Background: an optimization exercise with open tools, aiming at small area, a short achievable clock period and few clock cycles. Do not read the settings as production practice.
At most, simulation tests tie the RTL to the original design; equivalence was not proved.
Power figures rest on the tool's default switching activity, not on a simulated workload.

==> wip/amber: inputs <==
==> flow/design.v (excerpt) <==
module puc (
    input  wire        clk,
    input  wire        rst,           
    input  wire        cmd_valid,
    input  wire [63:0] cmd_data,
    output wire        cmd_ready,
    output wire        rsp_valid,
    output wire [63:0] rsp_data,
    output wire [31:0] status,
    output wire [63:0] fault_info,
    output wire        bus_req,
    output wire        bus_we,
    output wire [31:0] bus_addr,
    output wire [31:0] bus_wdata,
    input  wire        bus_ack,
    input  wire [31:0] bus_rdata
);
Settings: LEC_CHECK=0, ABC_CLOCK_PERIOD_IN_PS=2700, CAP_MARGIN=20, CORE_MARGIN=2, CORE_UTILIZATION=40, CTS_CLUSTER_DIAMETER=100, CTS_CLUSTER_SIZE=28, SLEW_MARGIN=20; clock period 8.0 ns.
standard.sh (not shown) runs the stock make flow with config.mk's settings and CLKGATE_MAP_FILE= SYNTH_SCRIPT=/design/flow/synth_recipe.tcl, a recipe that flattens the netlist after the stock synthesis.
==> flow/flow/run.sh <==
#!/bin/bash
set -euo pipefail
export SETUP_SLACK_MARGIN=5.6
bash standard.sh > standard_sh.log 2>&1
==> wip/ember: changes against wip/amber <==
==> flow/flow/run.sh (replaced) <==
#!/bin/bash
set -euo pipefail
export SETUP_SLACK_MARGIN=5.3
bash standard.sh > standard_sh.log 2>&1
==> comparison <==
Against wip/amber, the via count of wip/ember is lower by 3.8%. Between wip/ember and wip/amber, the lower core utilization is in wip/ember (gap 3.0 points). Between wip/amber and wip/ember, the lower wire length is in wip/ember (gap 6.9%, measured against wip/ember). Between wip/amber and wip/ember, the lower hold slack is in wip/amber (gap 0.011 ns). Area after synthesis is the same in wip/amber and wip/ember. Final cell count: wip/amber is higher than wip/ember (3.1%). Sequential share of layout area: wip/ember is higher than wip/amber (3.2 points). Register-to-register slack: wip/amber is better than wip/ember (0.17 ns). Setup slack: wip/ember is better than wip/amber (0.00056 ns). Against wip/amber, the clock skew of wip/ember is lower by 0.026 ns. In wip/ember the critical path depth is lower than in wip/amber, by 9.
No run of this note included a check of the RTL's function; only the layout flow was run.

========
==> v9 <==
puc, a different RTL version from the one above (not shown whole).
==> flow/config.mk <==
export PLATFORM = sky130hd
export DESIGN_NAME = puc
export DESIGN_NICKNAME = puc
export VERILOG_FILES = /design/flow/design.v
export SDC_FILE = /design/flow/constraint.sdc
export NUM_CORES = 4
export LEC_CHECK = 0
export ABC_CLOCK_PERIOD_IN_PS = 2700
export CAP_MARGIN = 20
export CORE_MARGIN = 2
export CORE_UTILIZATION = 60
export CTS_CLUSTER_DIAMETER = 80
export CTS_CLUSTER_SIZE = 24
export SLEW_MARGIN = 20
==> flow/constraint.sdc <==
create_clock -name core_clock -period 8.0 [get_ports {clk}]
set_input_delay 1.6000 -clock core_clock [delete_from_list [all_inputs] [get_ports {clk}]]
set_output_delay 1.6000 -clock core_clock [all_outputs]
set_load 0.01 [all_outputs]
==> flow/flow/run.sh <==
#!/bin/bash
set -euo pipefail
export SETUP_SLACK_MARGIN=5.2
export BUFFER_PORTS_ARGS="-buffer_cell sky130_fd_sc_hd__buf_2"
export CTS_ARGS="-sink_clustering_enable -repair_clock_nets -sink_clustering_size 24 -sink_clustering_max_diameter 80 -dont_use_dummy_load"
bash standard.sh > standard_sh.log 2>&1
==> v11: changes against v9 <==
--- a/flow/design.v
+++ b/flow/design.v
@@ -129,29 +129,27 @@
     reg  [7:0]  rxb;               
     reg         rxnew;
     reg  [1:0]  ecls;              
     reg  [1:0]  ei;
     reg         eol;
     reg  [7:0]  len;
     reg  [3:0]  widx;
-    reg         glast;             
     reg  [3:0]  pidx;
     reg  [3:0]  istep;             
     reg         ge3, mbinit, dlyinit;
     reg         meq;               
     reg  [1023:0] lb;
     reg  [15:0] lbrow;             
     reg  [7:0]  lbcol;
     reg         pdok;              
     reg         ppad;              
     reg         pnle8;             
     reg  [1:0]  plook;             
     reg         pge3;              
-    reg         p_pan, p_byte, p_regf;               
-    reg         p_zA, p_zB, p_zBh;                   
+    reg         p_ill, p_pan, p_byte, p_regf;        
     reg         p_resolve, p_reg, p_regw, p_delay, p_mbox, p_init;
     reg         p_putb, p_getb, p_gets, p_puts, p_puts0;
     reg         p_fi_ovf;                            
     assign cmd_ready  = cr;
     assign rsp_valid  = rv;
     assign rsp_data   = rd;
     assign status     = {16'd0, 5'd0, fcode, 5'd0, halted, drv_ready, busy};
@@ -182,49 +180,53 @@
             default: c_pad = 1'b0;
         endcase
     end
     wire [7:0] putc = cmd_data[{pos, 3'b000} +: 8];
     wire [7:0] echo_b = (ei == 2'd0) ? ((ecls == 2'd1) ? 8'h0D : rxb) :
                         (ecls == 2'd1) ? 8'h0A :
                         (ei == 2'd1) ? 8'h20 : 8'h08;
-    wire [15:0] wsel = 16'd1 << widx;
-    reg  [63:0] lbword;
-    integer k, w;
-    always @* begin
-        for (k = 0; k < 64; k = k + 1) begin
-            lbword[k] = 1'b0;
-            for (w = 0; w < 16; w = w + 1)
-                lbword[k] = lbword[k] | (lb[64*w + k] & wsel[w]);
-        end
-    end
+    wire [63:0] lbword = lb[{widx, 6'd0} +: 64];
     wire        wfull  = ({1'b0, widx, 3'b111} < len);
     reg  [63:0] gword;
     integer j;
     always @* begin
         for (j = 0; j < 8; j = j + 1)
             gword[8*j +: 8] = (wfull || (j < len[2:0])) ? lbword[8*j +: 8] : 8'h00;
     end
     wire [3:0] c_opc = cmd_data[63:60];
     wire       c_zA  = (cmd_data[59:32] == 28'd0);
     wire       c_zBh = (cmd_data[31:8] == 24'd0);
     wire       c_zB  = c_zBh & (cmd_data[7:0] == 8'd0);
+    reg        c_legal;
+    always @* begin
+        case (c_opc)
+            OP_RESOLVE: c_legal = c_zA;
+            OP_REGR:    c_legal = c_zB;
+            OP_REGW:    c_legal = 1'b1;
+            OP_DELAY:   c_legal = c_zA;
+            OP_MBOX:    c_legal = c_zA & c_zB;
+            OP_INIT:    c_legal = c_zA;
+            OP_PUTB:    c_legal = c_zA & c_zBh;
+            OP_GETB:    c_legal = c_zA & c_zB;
+            OP_PUTS:    c_legal = c_zB;
+            OP_GETS:    c_legal = c_zA & c_zB;
+            OP_PANIC:   c_legal = c_zA & c_zB;
+            default:    c_legal = 1'b0;
+        endcase
+    end
     wire c_mis = (cmd_data[33:32] != 2'd0);
     reg [7:0] ptop;
     always @* begin
         case (bsel)
             2'd2:    ptop = 8'h3F + {4'd0, cmd_data[59:56]};
             2'd3:    ptop = 8'hFE + {4'd0, cmd_data[59:56]};
             default: ptop = 8'h20 + {4'd0, cmd_data[59:56]};
         endcase
     end
     wire c_ovf = (bsel == 2'd3) && (cmd_data[59:57] != 3'd0);
-    wire p_legal = (p_resolve & p_zA) | (p_reg & ~p_regw & p_zB) | p_regw |
-                   (p_delay & p_zA) | ((p_mbox | p_getb | p_gets | p_pan) & p_zA & p_zB) |
-                   (p_init & p_zA) | (p_putb & p_zA & p_zBh) | (p_puts & p_zB);
-    wire p_ill = ~p_legal;
     wire f_bi  = p_byte & ~drv_ready & ~bz;
     wire f_reg = p_regf & ~bz;
     wire fault = p_ill | p_pan | f_bi | f_reg;
     reg  [3:0]  st_n;
     reg  [2:0]  ctx_n;
     reg         busy_n, halted_n, drv_n;
     reg  [2:0]  fcode_n;
@@ -497,15 +499,15 @@
                     end
                 end
             end
             S_GW: begin
                 rv_n   = 1'b1;
                 rd_n   = gword;
                 widx_n = widx + 4'd1;
-                if (glast)
+                if ({1'b0, widx, 3'b000} + 8'd8 >= len)
                     st_n = S_FIN;
             end
             S_REG: begin
                 rd_n = {32'd0, rdv};
                 if (adv) begin
                     breq_l = 1'b1; breq_n = 1'b0;
                     if (~bwe) begin
@@ -638,17 +640,15 @@
     always @(posedge clk) begin
         pdok  <= ~rst & cmd_valid & ~cr;
         ppad  <= c_pad;
         pnle8 <= (cmd_data[59:36] == 24'd0) && (cmd_data[35:32] <= 4'd8);
         plook <= (cmd_data[31:0] == 32'd2 || cmd_data[31:0] == 32'd3) ? 2'd2 :
                  (cmd_data[31:0] == 32'd4) ? 2'd3 : 2'd1;
         pge3  <= (cmd_data[31:0] >= 32'd3);
-        p_zA      <= c_zA;
-        p_zB      <= c_zB;
-        p_zBh     <= c_zBh;
+        p_ill     <= ~c_legal;
         p_pan     <= (c_opc == OP_PANIC);
         p_byte    <= (c_opc == OP_PUTB) | (c_opc == OP_GETB) | (c_opc == OP_PUTS) | (c_opc == OP_GETS);
         p_regf    <= ((c_opc == OP_REGR) | (c_opc == OP_REGW)) & (c_ovf | c_mis);
         p_fi_ovf  <= c_ovf;
         p_resolve <= (c_opc == OP_RESOLVE);
         p_reg     <= (c_opc == OP_REGR) | (c_opc == OP_REGW);
         p_regw    <= (c_opc == OP_REGW);
@@ -709,15 +709,14 @@
         allld  <= allld_n;
         lastw  <= lastw_n;
         rxb    <= rxb_n;
         ecls   <= ecls_n;
         ei     <= ei_n;
         eol    <= eol_n;
         widx   <= widx_n;
-        glast  <= (st == S_GW) ? ({1'b0, widx, 3'b000} + 8'd16 >= {1'b0, len}) : (len <= 8'd8);
         pidx   <= pidx_n;
         istep  <= istep_n;
         ge3    <= ge3_n;
         mbinit <= mbinit_n;
         dlyinit <= dlyinit_n;
         meq    <= meq_n;
     end
==> flow/flow/run.sh (replaced) <==
#!/bin/bash
set -euo pipefail
export SETUP_SLACK_MARGIN=5.3
export BUFFER_PORTS_ARGS="-buffer_cell sky130_fd_sc_hd__buf_2"
export CTS_ARGS="-sink_clustering_enable -repair_clock_nets -sink_clustering_size 28 -sink_clustering_max_diameter 100 -dont_use_dummy_load"
bash standard.sh > standard_sh.log 2>&1
Settings changed: CTS_CLUSTER_DIAMETER 80 to 100, CTS_CLUSTER_SIZE 24 to 28.
==> v5: changes against v9 <==
--- a/flow/design.v
+++ b/flow/design.v
@@ -129,29 +129,27 @@
     reg  [7:0]  rxb;               
     reg         rxnew;
     reg  [1:0]  ecls;              
     reg  [1:0]  ei;
     reg         eol;
     reg  [7:0]  len;
     reg  [3:0]  widx;
-    reg         glast;             
     reg  [3:0]  pidx;
     reg  [3:0]  istep;             
     reg         ge3, mbinit, dlyinit;
     reg         meq;               
     reg  [1023:0] lb;
     reg  [15:0] lbrow;             
     reg  [7:0]  lbcol;
     reg         pdok;              
     reg         ppad;              
     reg         pnle8;             
     reg  [1:0]  plook;             
     reg         pge3;              
-    reg         p_pan, p_byte, p_regf;               
-    reg         p_zA, p_zB, p_zBh;                   
+    reg         p_ill, p_pan, p_byte, p_regf;        
     reg         p_resolve, p_reg, p_regw, p_delay, p_mbox, p_init;
     reg         p_putb, p_getb, p_gets, p_puts, p_puts0;
     reg         p_fi_ovf;                            
     assign cmd_ready  = cr;
     assign rsp_valid  = rv;
     assign rsp_data   = rd;
     assign status     = {16'd0, 5'd0, fcode, 5'd0, halted, drv_ready, busy};
@@ -182,49 +180,53 @@
             default: c_pad = 1'b0;
         endcase
     end
     wire [7:0] putc = cmd_data[{pos, 3'b000} +: 8];
     wire [7:0] echo_b = (ei == 2'd0) ? ((ecls == 2'd1) ? 8'h0D : rxb) :
                         (ecls == 2'd1) ? 8'h0A :
                         (ei == 2'd1) ? 8'h20 : 8'h08;
-    wire [15:0] wsel = 16'd1 << widx;
-    reg  [63:0] lbword;
-    integer k, w;
-    always @* begin
-        for (k = 0; k < 64; k = k + 1) begin
-            lbword[k] = 1'b0;
-            for (w = 0; w < 16; w = w + 1)
-                lbword[k] = lbword[k] | (lb[64*w + k] & wsel[w]);
-        end
-    end
+    wire [63:0] lbword = lb[{widx, 6'd0} +: 64];
     wire        wfull  = ({1'b0, widx, 3'b111} < len);
     reg  [63:0] gword;
     integer j;
     always @* begin
         for (j = 0; j < 8; j = j + 1)
             gword[8*j +: 8] = (wfull || (j < len[2:0])) ? lbword[8*j +: 8] : 8'h00;
     end
     wire [3:0] c_opc = cmd_data[63:60];
     wire       c_zA  = (cmd_data[59:32] == 28'd0);
     wire       c_zBh = (cmd_data[31:8] == 24'd0);
     wire       c_zB  = c_zBh & (cmd_data[7:0] == 8'd0);
+    reg        c_legal;
+    always @* begin
+        case (c_opc)
+            OP_RESOLVE: c_legal = c_zA;
+            OP_REGR:    c_legal = c_zB;
+            OP_REGW:    c_legal = 1'b1;
+            OP_DELAY:   c_legal = c_zA;
+            OP_MBOX:    c_legal = c_zA & c_zB;
+            OP_INIT:    c_legal = c_zA;
+            OP_PUTB:    c_legal = c_zA & c_zBh;
+            OP_GETB:    c_legal = c_zA & c_zB;
+            OP_PUTS:    c_legal = c_zB;
+            OP_GETS:    c_legal = c_zA & c_zB;
+            OP_PANIC:   c_legal = c_zA & c_zB;
+            default:    c_legal = 1'b0;
+        endcase
+    end
     wire c_mis = (cmd_data[33:32] != 2'd0);
     reg [7:0] ptop;
     always @* begin
         case (bsel)
             2'd2:    ptop = 8'h3F + {4'd0, cmd_data[59:56]};
             2'd3:    ptop = 8'hFE + {4'd0, cmd_data[59:56]};
             default: ptop = 8'h20 + {4'd0, cmd_data[59:56]};
         endcase
     end
     wire c_ovf = (bsel == 2'd3) && (cmd_data[59:57] != 3'd0);
-    wire p_legal = (p_resolve & p_zA) | (p_reg & ~p_regw & p_zB) | p_regw |
-                   (p_delay & p_zA) | ((p_mbox | p_getb | p_gets | p_pan) & p_zA & p_zB) |
-                   (p_init & p_zA) | (p_putb & p_zA & p_zBh) | (p_puts & p_zB);
-    wire p_ill = ~p_legal;
     wire f_bi  = p_byte & ~drv_ready & ~bz;
     wire f_reg = p_regf & ~bz;
     wire fault = p_ill | p_pan | f_bi | f_reg;
     reg  [3:0]  st_n;
     reg  [2:0]  ctx_n;
     reg         busy_n, halted_n, drv_n;
     reg  [2:0]  fcode_n;
@@ -497,15 +499,15 @@
                     end
                 end
             end
             S_GW: begin
                 rv_n   = 1'b1;
                 rd_n   = gword;
                 widx_n = widx + 4'd1;
-                if (glast)
+                if ({1'b0, widx, 3'b000} + 8'd8 >= len)
                     st_n = S_FIN;
             end
             S_REG: begin
                 rd_n = {32'd0, rdv};
                 if (adv) begin
                     breq_l = 1'b1; breq_n = 1'b0;
                     if (~bwe) begin
@@ -638,17 +640,15 @@
     always @(posedge clk) begin
         pdok  <= ~rst & cmd_valid & ~cr;
         ppad  <= c_pad;
         pnle8 <= (cmd_data[59:36] == 24'd0) && (cmd_data[35:32] <= 4'd8);
         plook <= (cmd_data[31:0] == 32'd2 || cmd_data[31:0] == 32'd3) ? 2'd2 :
                  (cmd_data[31:0] == 32'd4) ? 2'd3 : 2'd1;
         pge3  <= (cmd_data[31:0] >= 32'd3);
-        p_zA      <= c_zA;
-        p_zB      <= c_zB;
-        p_zBh     <= c_zBh;
+        p_ill     <= ~c_legal;
         p_pan     <= (c_opc == OP_PANIC);
         p_byte    <= (c_opc == OP_PUTB) | (c_opc == OP_GETB) | (c_opc == OP_PUTS) | (c_opc == OP_GETS);
         p_regf    <= ((c_opc == OP_REGR) | (c_opc == OP_REGW)) & (c_ovf | c_mis);
         p_fi_ovf  <= c_ovf;
         p_resolve <= (c_opc == OP_RESOLVE);
         p_reg     <= (c_opc == OP_REGR) | (c_opc == OP_REGW);
         p_regw    <= (c_opc == OP_REGW);
@@ -709,15 +709,14 @@
         allld  <= allld_n;
         lastw  <= lastw_n;
         rxb    <= rxb_n;
         ecls   <= ecls_n;
         ei     <= ei_n;
         eol    <= eol_n;
         widx   <= widx_n;
-        glast  <= (st == S_GW) ? ({1'b0, widx, 3'b000} + 8'd16 >= {1'b0, len}) : (len <= 8'd8);
         pidx   <= pidx_n;
         istep  <= istep_n;
         ge3    <= ge3_n;
         mbinit <= mbinit_n;
         dlyinit <= dlyinit_n;
         meq    <= meq_n;
     end
==> flow/flow/run.sh (replaced) <==
#!/bin/bash
set -euo pipefail
export SETUP_SLACK_MARGIN=5.3
bash standard.sh > standard_sh.log 2>&1
Settings changed: CTS_CLUSTER_DIAMETER 80 to 100, CTS_CLUSTER_SIZE 24 to 28.
==> qor summary <==
metric	v11	v5	v9
Status	complete, no violations	complete, no violations	complete, no violations
Final RePlAce weighted congestion	0.957	0.969	0.948
Share of the final layout cell area in sequential cells	60.0%	59.4%	61.7%
Post-Syn Instances	3489	3489	4103
Arithmetic-cell share of the synthesized area counting full adders, half adders and majority gates	0.975%	0.975%	1.09%
Number of antenna violations at the first check in global routing	10	8	14
Kind of start point of the critical path	input port	input port	register
Area fraction in compound gates after synthesis	6.30%	6.30%	14.1%
Post-place setup slack	4.21 ns	3.63 ns	4.00 ns
Number of sinks on the clock net	1370	1370	1373
Worst R2R Path Depth	10	6	9
Delay contributed by the slowest stage of the critical path	0.56 ns	0.41 ns	0.43 ns
Post-Syn Area per Cell	16.0 µm²	16.0 µm²	13.6 µm²
Clock buffers and inverters, area share	2.16%	2.52%	2.80%
Post-CTS setup buffer count	66	81	26
Reg clk slew, reported paths	0.11 ns	0.12 ns	0.10 ns
Transition time at the pin with the least slew margin	1.19 ns	1.15 ns	1.03 ns
Internal Dissipation	10.2 mW	10.2 mW	10.1 mW
Total power	14.2 mW	14.3 mW	13.8 mW
Average detailed-routed wire length per instance	31.2 µm	31.3 µm	33.8 µm
Global-route wire length before repair	225000 µm	226000 µm	264000 µm
Worst slew margin	20.8%	23.2%	31.4%
Standard-cell rows	112	112	111
Tapcells	1254	1254	1243
Fin nets	3951	3957	4498
Testbench counts of v9, summed over its fixed seeds: cycles 163,192.
Testbench counts of v11, summed over its fixed seeds: cycles 163,192.
Testbench counts of v5, summed over its fixed seeds: cycles 163,192.

-- static timing again, ports no longer ideal --
No port has a modelled driver above. Below, the same layouts with a new extraction and two added sets of constraints. Step 1: set_driving_cell puts a clkbuf_16 on clk and a buf_2 on each other input, an assumption about the parent block. Step 2 adds t to the input delays and takes it off the output delays; t is the mean of the earliest and latest rising clock arrival at the registers after step 1. Input paths then give back, and output paths get back, about the clock's delay inside the block. Slacks: ideal / step 1 / step 2; pairs: ideal / step 1.
run | t, ns | setup WS [ns] | clock arrival spread, ns
wip/amber | 0.814 | 5.117 / 5.053 / 4.335 | 0.068 / 0.067
wip/ember | 0.790 | 5.118 / 5.055 / 4.334 | 0.031 / 0.032
v9 | 0.727 | 5.180 / 5.106 / 4.524 | 0.060 / 0.060
v11 | 0.742 | 5.162 / 5.116 / 4.445 | 0.067 / 0.067
v5 | 0.762 | 5.094 / 5.105 / 4.366 | 0.043 / 0.043
After both steps setup and hold are still met in every run listed. For wip/ember, which loses most, drivers alone change the setup slack by -0.063 ns; drivers and shift together by -0.784 ns.
